From an optimization exercise on the open Yosys and OpenROAD flow, aimed at small area; shortcuts taken in it are not production practice. In this exercise RTL edits were held to simulation tests only and were not proved equivalent to the original. Power and IR drop assume default switching activity.

== rev 12 ==
// remimo_core
module remimo_core (
    input  wire        clk,
    input  wire        rst,         
    output wire        mem_req,
    output wire        mem_we,
    output wire [15:0] mem_addr,
    output wire [15:0] mem_wdata,
    input  wire        mem_ready,
    input  wire [15:0] mem_rdata,
    output wire        halted,
    output wire [1:0]  cause,       
    output wire [15:0] pc,
    output wire [15:0] r0,
    output wire [15:0] r1,
    output wire [15:0] r2,
    output wire [15:0] r3,
    output wire [3:0]  flags        
);
Size: about 450 cells after synthesis, ~120 flip-flops, roughly 140 I/O pins, roughly 5400 µm² of cells after synthesis.
export LEC_CHECK = 0
export ABC_AREA = 1
export CAP_MARGIN = 20
export CORE_MARGIN = 2
export CORE_UTILIZATION = 65
export SLEW_MARGIN = 20
create_clock -name core_clock -period 10.0 [get_ports {clk}]
standard.sh (not shown) runs the stock make flow with config.mk's settings and CLKGATE_MAP_FILE= SYNTH_SCRIPT=/design/flow/synth_recipe.tcl, a recipe that flattens the netlist after the stock synthesis.
==> flow/flow/run.sh <==
#!/bin/bash
# The standard ORFS layout (standard.sh), built with these changes:
#  - synthesis: the standard flow's own synthesis script, but Yosys's abc maps the logic
#    with flow/area.abc (an area-oriented script) and adders are left to abc;
#    the registers, their names and cell types are those of the standard
#    synthesis.
#  - every port is buffered with the smallest buffer cell;
#  - the clock tree uses small buffers and no dummy loads.
# Each tool's output goes to its own log here and under orfs/logs.
set -euo pipefail
W=$PWD
export BUFFER_PORTS_ARGS="-buffer_cell sky130_fd_sc_hd__buf_1"
export CTS_ARGS="-sink_clustering_enable -repair_clock_nets -buf_list sky130_fd_sc_hd__clkbuf_4 -dont_use_dummy_load -sink_clustering_size 20 -sink_clustering_max_diameter 60"
{
  head -n 1 synth_recipe.tcl
  echo "proc abc {args} { set i [lsearch -exact \$args -script]; if {\$i >= 0} { lset args [expr {\$i + 1}] $W/flow/area.abc }; yosys abc {*}\$args }"
  tail -n +2 synth_recipe.tcl
} > flow_synth.tcl
sed "s#SYNTH_SCRIPT=[^ ]*#SYNTH_SCRIPT=$W/flow_synth.tcl ADDER_MAP_FILE=#" standard.sh > flow_standard.sh
bash flow_standard.sh > standard_flow.log 2>&1
==> flow/flow/area.abc <==
strash
&get -n
&fraig -x
&put
scorr
dc2
dretime
strash
&get -n
&dch -f
&nf -R 1000
&put
Per the final summary, rev 12 finished and its layout is clean on timing, DRC and antenna.
Input-level comparison between rev 13 and rev 12:
diff --git a/flow/design.v b/flow/design.v
--- a/flow/design.v
+++ b/flow/design.v
@@ -92,50 +92,43 @@
             2'd0: alu_res = rd_o & alu_b;
             2'd1: alu_res = rd_o | alu_b;
             default: alu_res = s_sum;
         endcase
     end
     wire alu_fo = ~immf & t[4];
     wire [2:0] sh_k    = t[3:1];
     wire       sh_b    = t[0];
-    wire       sh_r    = t[6] | (t[3:0] == 4'd0);
+    wire       sh_r    = t[6];
     wire       l_copy  = lo & (cnt[2:0] <= ~sh_k);
     wire [3:0] cnt_inc = cnt + 4'd1;
     wire [1:0] sh_src  = sh_r ? (lo ? rs_o : {2{t[5] & c}})
                               : (lo ? 2'b00 : rd_o);
     wire [1:0] sh_v    = sh_b ? {sh_src[0], c} : sh_src;
     wire [1:0] sh_wb   = (~sh_r & l_copy) ? rs_o : (t[7] ? ~sh_v : sh_v);
-    wire       sh_last = sh_r ? ((sh_b ? cnt : cnt_inc) == {1'b1, sh_k})
-                              : (cnt == {1'b1, ~sh_k});
+    wire [3:0] sh_cmp  = (sh_r & ~sh_b) ? cnt_inc : cnt;
+    wire       sh_last = (sh_cmp == {1'b1, sh_k ^ {3{~sh_r}}});
     wire       sh_rs   = lo;
     wire       sh_c    = ~(~sh_r & l_copy) & sh_src[1];
     wire [1:0] mvi_d  = (cnt[2] == t[8]) ? imm_d : 2'b00;
     wire [1:0] mvi_wb = t[9] ? ~mvi_d : mvi_d;
-    reg taken;
-    always @(*) begin
-        case (t[11:8])
-            4'd0:  taken = fz;
-            4'd1:  taken = ~fz;
-            4'd2:  taken = fc;
-            4'd3:  taken = ~fc;
-            4'd4:  taken = fn;
-            4'd5:  taken = ~fn;
-            4'd6:  taken = fv;
-            4'd7:  taken = ~fv;
-            4'd8:  taken = fc & ~fz;
-            4'd9:  taken = ~fc | fz;
-            4'd10: taken = (fn == fv);
-            4'd11: taken = (fn != fv);
-            4'd12: taken = ~fz & (fn == fv);
-            4'd13: taken = fz | (fn != fv);
-            4'd14: taken = 1'b0;
-            default: taken = 1'b1;
-        endcase
-    end
+    reg tk_base;
+    always @(*) begin
+        case (t[11:9])
+            3'd0: tk_base = fz;
+            3'd1: tk_base = fc;
+            3'd2: tk_base = fn;
+            3'd3: tk_base = fv;
+            3'd4: tk_base = fc & ~fz;
+            3'd5: tk_base = (fn == fv);
+            3'd6: tk_base = ~fz & (fn == fv);
+            default: tk_base = 1'b0;
+        endcase
+    end
+    wire taken = tk_base ^ t[8];
     wire [1:0] off_d  = cnt[2] ? {2{t[7]}} : imm_d;
     wire [1:0] pa     = (p2 | rest) ? rd_o : pc_q[1:0];
     wire [1:0] pb     = (exec & is_bc & taken) ? off_d : 2'b00;
     wire       pci    = first ? ~rest : pcc;
     wire       p_c1   = (pa[0] & pb[0]) | (pci & (pa[0] ^ pb[0]));
     wire [1:0] p_sum;
     assign p_sum[0] = pa[0] ^ pb[0] ^ pci;
     assign p_sum[1] = pa[1] ^ pb[1] ^ p_c1;
@@ -225,18 +218,17 @@
             fn <= 1'b0;
             fv <= 1'b0;
             fz <= 1'b0;
         end else if (exec & is_alu & t[7]) begin
             fz <= (first | fz) & (alu_res == 2'b00);
             if (last) begin
                 fc <= op[1] & (s_c2 ^ sub);
                 fn <= alu_res[1];
-                fv <= op[1] & (sub ? ((rd_o[1] != alu_b[1]) & (rd_o[1] == s_sum[1]))
-                                   : ((rd_o[1] == alu_b[1]) & (rd_o[1] != s_sum[1])));
+                fv <= op[1] & ~(add_a[1] ^ add_b[1]) & (add_a[1] ^ s_sum[1] ^ sub);
             end
         end
     end
     always @(posedge clk) begin
         if (rst) begin
             state   <= S_INIT;
             cause_q <= 2'd0;
             cnt     <= 4'd0;
- Rev 12 and rev 13 ended up with nearly the same signed area change from the synthesized netlist to the final layout.
- Compared with rev 12, rev 13 shows a worst hold slack that is 0.011 ns lower.
- Comparing share of total power in combinational logic for rev 12 and rev 13, the smaller number came from rev 12.
- Ratio of cells with drive above 1 in the final layout: rev 12 vs rev 13 — no meaningful difference
- Post-route cell area across rev 12 and rev 13: no real change.
- Compared with rev 12, rev 13 instantiates a smaller number of cells.

==> afterwards: timing with drivers on the ports <==
No port has a modelled driver above. Below, the same layouts with a new extraction and two added sets of constraints.
Step 1: set_driving_cell puts a clkbuf_16 on clk and a buf_2 on each other input, an assumption about the parent block.
Step 2 times the ports against the registers' clock, not the clock port: input delays grow and output delays shrink by t, the midpoint of the rising clock arrivals with the driver on.
a / b / c = no drivers / after step 1 / after step 2; a / b = the first two.
| run | shift t [ns] | slack for setup (ns) | worst hold slack (ns) | clock arrival spread, ns |
|---|---|---|---|---|
| rev 12 | 0.521 | 5.609 / 5.609 / 5.609 | 0.438 / 0.438 / 0.438 | 0.033 / 0.032 |
| rev 13 | 0.496 | 5.750 / 5.750 / 5.750 | 0.427 / 0.427 / 0.427 | 0.043 / 0.043 |
After both steps setup and hold are still met in every run listed.
